What follows belongs to an exercise in optimizing a design on an open flow for small area, a short achievable clock period and few clock cycles; a production flow would make more cautious choices.
The RTL was checked by simulation tests, not by an equivalence proof against the original design.
Power figures rest on the tool's default switching activity, not on a simulated workload.

Design dict_compress, start of the top module:
module dict_compress (
    input  wire       clk,
    input  wire       rst,         
    input  wire       start,       
    output wire [1:0] status,      
    output wire [2:0] err,         
    input  wire       in_valid,
    input  wire       in_end,      
    input  wire [7:0] in_data,
    output wire       in_ready,
    output wire       out_valid,
    output wire [7:0] out_data,
    input  wire       out_ready
);
    localparam [1:0] ST_IDLE = 2'd0, ST_BUSY = 2'd1, ST_DONE = 2'd2, ST_ERROR = 2'd3;
    reg [1:0] status_r;
    reg       err_r;
    reg       in_ready_r;
    reg       out_valid_r;
    reg [7:0] out_data_r;
    assign status    = status_r;
    assign err       = {err_r, 2'b00};
    assign in_ready  = in_ready_r;
    assign out_valid = out_valid_r;
    assign out_data  = out_data_r;
    wire busy     = (status_r == ST_BUSY);
    wire go       = start && !busy;
    wire take_in  = in_valid && in_ready_r;
    wire take_out = out_valid_r && out_ready;
    reg        full_r;             
    reg  [7:0] buf_r;
    reg        prod;               
    wire       push = prod && !full_r;
    reg        ph_code;            
    reg  [5:0] dj;                 
    reg  [5:0] dpos;               
    wire       dict_push = push && !ph_code;
    integer i, j, w, mm, t, pos;
    reg [6:0] cnt_in;              
    reg       s1_valid;
    reg [7:0] s1_data;
    reg  [7:0] slot [0:63];        
    reg [63:1] flag_r;
    wire [63:0] flag = {flag_r, 1'b1};    
    reg  [5:0] cum [1:7];
    reg [6:0] len3;                
    reg [6:0] n;                   
    reg [2:0] cw;                  
    reg [5:0] pos2;                
    reg       v3;
    reg [7:0] d3;
    reg       miss3;
    reg       fwd3;
    reg [7:0] rh3;                 
    reg [2:0] pre3a;               
    reg [1:0] pre3b;               
    reg [6:0] n3;                  
    reg [63:0] mv;                 
    reg [7:0]  rowhit;             
    reg [2:0]  prefa [0:63];       
    reg [1:0]  prefb [0:63];       
    reg [2:0]  pre2a;              
  ...
export LEC_CHECK = 0
export CAP_MARGIN = 20
export CORE_MARGIN = 2
export CORE_UTILIZATION = 40
export CTS_CLUSTER_DIAMETER = 100
export CTS_CLUSTER_SIZE = 20
export PLACE_DENSITY = 0.6
export SLEW_MARGIN = 20
export TNS_END_PERCENT = 20
create_clock -name core_clock -period 12.5 [get_ports {clk}]
standard.sh (not shown) runs the stock make flow with config.mk's settings and CLKGATE_MAP_FILE= SYNTH_SCRIPT=/design/flow/synth_recipe.tcl, a recipe that flattens the netlist after the stock synthesis.
==> flow/flow/run.sh <==
#!/bin/bash
set -euo pipefail
bash standard.sh SETUP_SLACK_MARGIN=8.7 finish > standard_flow.log 2>&1
The starting point completed with no timing, DRC or antenna violations.
Testbench counts at the start, summed over its fixed seeds: cycles 14,320.
Change:
--- a/flow/config.mk
+++ b/flow/config.mk
@@ -8,8 +8,7 @@
 export CAP_MARGIN = 20
 export CORE_MARGIN = 2
-export CORE_UTILIZATION = 40
+export CORE_UTILIZATION = 50
 export CTS_CLUSTER_DIAMETER = 100
 export CTS_CLUSTER_SIZE = 20
-export PLACE_DENSITY = 0.6
+export PLACE_DENSITY = 0.7
 export SLEW_MARGIN = 20
-export TNS_END_PERCENT = 20
Outcome: The new run passed the timing, DRC and antenna checks; wire length climbs by 0.70%; global-route usage climbs by 7.2 points; via count increases by 3.3%; utilization grows by 12 points; final cell count came out lower by 4.7%; clock skew rose by 0.0088 ns; synthesized area is unchanged; register-to-register slack gets worse by 0.098 ns; fmax came out lower by 1.1%; power grows by 0.50%; final area is higher by 0.75%.
Change:
--- a/flow/config.mk
+++ b/flow/config.mk
@@ -8,7 +8,7 @@
 export CAP_MARGIN = 20
 export CORE_MARGIN = 2
-export CORE_UTILIZATION = 50
+export CORE_UTILIZATION = 40
 export CTS_CLUSTER_DIAMETER = 100
 export CTS_CLUSTER_SIZE = 20
-export PLACE_DENSITY = 0.7
+export PLACE_DENSITY = 0.6
 export SLEW_MARGIN = 20
After rerunning:
- The changed run finished clean
- design area fell by 1.9%
- sequential cell count does not change
- clock power barely changes
- worst setup slack is better by 0.034 ns
- global-route usage fell by 8.7 points
- total power fell by 1.4%
- core utilization fell by 13 points
- clock skew fell by 0.0067 ns
- combinational power fell by 8.9%
- area after synthesis is unchanged
- routed wire length fell by 5.1%


== run 1 ==
The RTL this note starts from:
==> flow/design.v <==
module dict_compress (
    input  wire       clk,
    input  wire       rst,         
    input  wire       start,       
    output wire [1:0] status,      
    output wire [2:0] err,         
    input  wire       in_valid,
    input  wire       in_end,      
    input  wire [7:0] in_data,
    output wire       in_ready,
    output wire       out_valid,
    output wire [7:0] out_data,
    input  wire       out_ready
);
    localparam [1:0] ST_IDLE = 2'd0, ST_BUSY = 2'd1, ST_DONE = 2'd2, ST_ERROR = 2'd3;
    reg [1:0] status_r;
    reg       err_r;
    reg       in_ready_r;
    reg       out_valid_r;
    reg [7:0] out_data_r;
    assign status    = status_r;
    assign err       = {err_r, 2'b00};
    assign in_ready  = in_ready_r;
    assign out_valid = out_valid_r;
    assign out_data  = out_data_r;
    wire busy     = (status_r == ST_BUSY);
    wire go       = start && !busy && !rst;
    wire take_in  = in_valid && in_ready_r;
    wire take_out = out_valid_r && out_ready;
    reg        full_r;             
    reg  [7:0] buf_r;
    reg        prod;               
    wire       push = prod && !full_r;
    reg        ph_code;            
    reg  [5:0] dj;                 
    reg  [5:0] dpos;               
    wire       dict_push = push && !ph_code;
    integer i, j, w, mm, t, pos;
    reg [6:0] cnt_in;              
    reg       s1_valid;
    reg [7:0] s1_data;
    reg  [7:0] slot [0:63];        
    reg [63:1] flag_r;
    wire [63:0] flag = {flag_r, 1'b1};    
    reg  [5:0] cum [1:7];
    reg [6:0] len2;                
    reg [6:0] len3;                
    reg [6:0] n;                   
    reg [2:0] cw;                  
    reg       v3;
    reg [7:0] d3;
    reg       miss3;
    reg       fwd3;
    reg [7:0] rh3;                 
    reg [2:0] pre3;                
    reg [6:0] n3;                  
    reg [63:0] mv;                 
    reg [7:0]  rowhit;             
    reg [2:0]  pref [0:63];        
    reg [2:0]  pre2;               
    always @(*) begin
        for (i = 0; i < 64; i = i + 1)
            mv[i] = slot[i] == s1_data && flag[i] && (i != 0 || len3 != 7'd0);
        for (i = 0; i < 8; i = i + 1)
            rowhit[i] = |mv[8*i +: 8];
        for (i = 0; i < 64; i = i + 1) begin
            pref[i] = 3'd0;
            for (j = 0; j < i % 8; j = j + 1)
                pref[i] = pref[i] + {2'd0, flag[i - i % 8 + j]};
        end
        pre2 = 3'd0;
        for (i = 0; i < 64; i = i + 1)
            pre2 = pre2 | (pref[i] & {3{mv[i]}});
    end
    wire hit_slot = |rowhit;
    wire fwd  = v3 && miss3 && (d3 == s1_data);
    wire hit  = hit_slot || fwd;
    wire miss = s1_valid && !hit;
    wire cw_step = (n == 7'd2) || (n == 7'd4) || (n == 7'd8) ||
                   (n == 7'd16) || (n == 7'd32);
    wire [2:0] cw_b = cw + {2'd0, cw_step};
    reg [5:0] pcum;                
    always @(*) begin
        pcum = 6'd0;
        for (i = 1; i < 8; i = i + 1)
            pcum = pcum | (cum[i] & {6{rh3[i]}});
    end
    wire [5:0] n3m1    = n3[5:0] - 6'd1;
    wire [5:0] rank    = fwd3 ? n3m1 : pcum + {3'd0, pre3};
    wire [7:0] wr_data = {d3[7:6], miss3 ? d3[5:0] : rank};
    wire [5:0] w_addr = v3 ? len3[5:0] : dpos;
    wire [7:0] w_data = v3 ? wr_data : {d3[7:6], dj};
    always @(posedge clk) begin
        if (s1_valid && len2 == 7'd0)
            slot[0] <= s1_data;
        for (i = 1; i < 64; i = i + 1)
            if ((v3 || dict_push) && w_addr == i)
                slot[i] <= w_data;
        for (i = 1; i < 64; i = i + 1)
            if (go || (v3 && len3[5:0] == i))
                flag_r[i] <= miss3 && !go;
        for (i = 1; i < 8; i = i + 1)
            if (v3 && len3[5:0] == 8 * i)
                cum[i] <= n3[5:0];
    end
    wire [6:0] len_f = len2 + {6'd0, s1_valid};
    wire [2:0] rem_a = 3'd3 + cw   * len_f[2:0];
    wire [2:0] rem_b = 3'd3 + cw_b * len_f[2:0];
    wire [6:0] n_b   = n + 7'd1;
    wire [7:0] hdr_a = {rem_a, 1'b0, n[6:3]};
    wire [7:0] hdr_b = {rem_b, 1'b0, n_b[6:3]};
    reg [3:0] r;                   
    reg [2:0] m;                   
    reg [2:0] carry;               
    reg [5:0] p_r;                 
    reg [63:0] dx;                 
    reg [7:0]  dxg;                
    reg [2:0]  dng, dnc;
    reg [7:0]  dxr;
    always @(*) begin
        for (i = 0; i < 64; i = i + 1)
            dx[i] = (flag[i] || (v3 && miss3 && len3[5:0] == i)) &&
                    ((i / 8 > dpos[5:3]) || (i / 8 == dpos[5:3] && i % 8 > dpos[2:0]));
        for (i = 0; i < 8; i = i + 1)
            dxg[i] = |dx[8*i +: 8];
        dng = 3'd0;
        for (i = 7; i >= 0; i = i - 1)
            if (dxg[i]) dng = i[2:0];
        dxr = dx[{dng, 3'd0} +: 8];
        dnc = 3'd0;
        for (i = 7; i >= 0; i = i - 1)
            if (dxr[i]) dnc = i[2:0];
    end
    wire [5:0] dnext = {dng, dnc};
    wire [2:0] rd_row = ph_code ? r[2:0] : dpos[5:3];
    reg [63:0] rrow;
    reg [47:0] row;
    always @(*) begin
        for (i = 0; i < 8; i = i + 1) begin
            rrow[i*8 +: 8] = slot[{rd_row, i[2:0]}];
            row[i*6 +: 6] = (((r < len2[6:3]) || (r == len2[6:3] && i < len2[2:0])) &&
                             (r != 4'd0 || i != 0))
                            ? rrow[i*8 +: 6] : 6'd0;
        end
    end
    wire [7:0] dbyte = rrow[{dpos[2:0], 3'd0} +: 8];
    reg [7:0] cbyte;
    always @(*) begin
        cbyte = 8'd0;
        pos   = 0;
        for (w = 1; w <= 6; w = w + 1)
            for (mm = 0; mm < w; mm = mm + 1)
                if (cw == w && m == mm)
                    for (t = 0; t < 8; t = t + 1) begin
                        pos = 8 * mm + t;
                        cbyte[7 - t] = row[(pos / w) * 6 + (w - 1 - pos % w)];
                    end
    end
    wire [5:0] m8p5      = {m, 3'b101};
    wire       last_code = (r > len2[6:3]) || ((r == len2[6:3]) && (m8p5 >= p_r));
    wire       row_end   = (m == cw - 3'd1);
    always @(posedge clk) begin
        p_r <= cw * len2[2:0];
    end
    wire [7:0] pb_src   = ph_code ? cbyte : dbyte;
    wire [7:0] pbyte    = {carry, pb_src[7:3]};
    always @(posedge clk) begin
        s1_data <= in_data;
        d3      <= s1_data;
        miss3   <= !hit;
        fwd3    <= fwd;
        rh3     <= rowhit;
        pre3    <= pre2;
        n3      <= n;
        if (rst) begin
            status_r    <= ST_IDLE;
            err_r       <= 1'b0;
            in_ready_r  <= 1'b0;
            out_valid_r <= 1'b0;
            full_r      <= 1'b0;
            prod        <= 1'b0;
            s1_valid    <= 1'b0;
            v3          <= 1'b0;
        end else begin
            if (in_ready_r) begin
                carry   <= miss ? n_b[2:0] : n[2:0];
                ph_code <= (n == 7'd0) && !miss;
            end
            s1_valid <= 1'b0;
            if (take_in) begin
                if (in_end) begin
                    in_ready_r  <= 1'b0;
                    out_valid_r <= 1'b1;
                    out_data_r  <= miss ? hdr_b : hdr_a;
                    prod        <= 1'b1;
                end else if (cnt_in[6]) begin
                    in_ready_r <= 1'b0;
                    err_r      <= 1'b1;
                    status_r   <= ST_ERROR;
                end else begin
                    s1_valid <= 1'b1;
                    cnt_in   <= cnt_in + 7'd1;
                end
            end
            v3 <= s1_valid;
            if (s1_valid) begin
                len2 <= len2 + 7'd1;
                if (miss) begin
                    n  <= n + 7'd1;
                    cw <= cw_b;
                end
            end
            if (v3)
                len3 <= len3 + 7'd1;
            if (push) begin
                carry <= pb_src[2:0];
                if (!ph_code) begin
                    if ({1'b0, dj} == n - 7'd1)
                        ph_code <= 1'b1;
                    dj   <= dj + 6'd1;
                    dpos <= dnext;
                end else begin
                    if (last_code)
                        prod <= 1'b0;
                    if (row_end) begin
                        m <= 3'd0;
                        r <= r + 4'd1;
                    end else begin
                        m <= m + 3'd1;
                    end
                end
            end
            if (!out_valid_r) begin
                if (push) begin
                    out_data_r  <= pbyte;
                    out_valid_r <= 1'b1;
                end
            end else if (!full_r) begin
                if (take_out && push)
                    out_data_r <= pbyte;
                else if (take_out) begin
                    out_valid_r <= 1'b0;
                    if (!prod)
                        status_r <= ST_DONE;
                end else if (push) begin
                    buf_r  <= pbyte;
                    full_r <= 1'b1;
                end
            end else if (take_out) begin
                out_data_r <= buf_r;
                full_r     <= 1'b0;
            end
            if (go) begin
                status_r   <= ST_BUSY;
                err_r      <= 1'b0;
                in_ready_r <= 1'b1;
                cnt_in     <= 7'd0;
                n          <= 7'd0;
                len2       <= 7'd0;
                len3       <= 7'd0;
                cw         <= 3'd1;
                dj         <= 6'd0;
                dpos       <= 6'd0;
                r          <= 4'd0;
                m          <= 3'd0;
            end
        end
    end
endmodule
export LEC_CHECK = 0
export CAP_MARGIN = 20
export CORE_MARGIN = 2
export CORE_UTILIZATION = 40
export CTS_CLUSTER_DIAMETER = 100
export CTS_CLUSTER_SIZE = 20
export PLACE_DENSITY = 0.6
export SLEW_MARGIN = 20
create_clock -name core_clock -period 12.5 [get_ports {clk}]
Scripts as last shown in full above: flow/flow/run.sh
Testbench counts of run 1, summed over its fixed seeds: cycles 14,320.
### run 1 -> run 2
==> flow/flow/run.sh <==
#!/bin/bash
set -euo pipefail
bash standard.sh SETUP_SLACK_MARGIN=8.5 finish > standard_flow.log 2>&1
On run 2: overall power after layout is 0.35% lower than what run 1 gave. Both conditions hold for run 2: the flow ran to the end and the final layout passed the timing, DRC and antenna checks. Comparing run 2 against run 1, there is no change at all in die area. Run 1 has a lower overall routed net length than run 2. Changes observed in run 2 relative to run 1: stage delay of the slowest cell on the critical path went up by 0.03 ns; worst setup slack went down by 0.25 ns. Share of final-layout standard cells stronger than drive strength 1 down 2.3 points in run 2 wrt run 1. Against run 1, run 2 comes in 1.5 points higher on met2 routing resource usage after global routing. A capture point of the worst path of out_data_r[1]$_DFFE_PN_ is what run 2 shows, while out_data_r[0]$_DFFE_PN_ belongs to run 1.

## re-timing with driven ports
How much do the figures lean on ideal ports? The routed layouts below were timed once more, with nothing changed but the port constraints. Step 1 sets driving cells, clkbuf_16 on the clock port and buf_2 on the other inputs (assumed; they add their load-dependent delay and slew). Step 2 moves the port delays by t, midway between the first and last clock arrival at a register: inputs arrive t later, outputs are due t later. That takes back most of the time a late clock gives input paths. Three values: no drivers, after step 1, after step 2; two values: the first two.
run | t (ns) | setup slack, ns | slew at the worst register clock pin (ns)
the first run of note 1 | 0.727 | 8.584 / 8.537 / 7.898 | 0.10 / 0.10
the second run of note 1 | 0.700 | 8.542 / 8.542 / 8.039 | 0.10 / 0.10
the third run of note 1 | 0.696 | 8.576 / 8.576 / 8.081 | 0.09 / 0.09
run 1 | 0.728 | 8.450 / 8.450 / 7.998 | 0.10 / 0.10
run 2 | 0.743 | 8.197 / 8.197 / 7.852 | 0.10 / 0.10
After both steps every run listed still meets setup and hold. The setup slack of the first run of note 1, which loses most, moves by -0.047 ns with the drivers and by -0.686 ns with both steps.
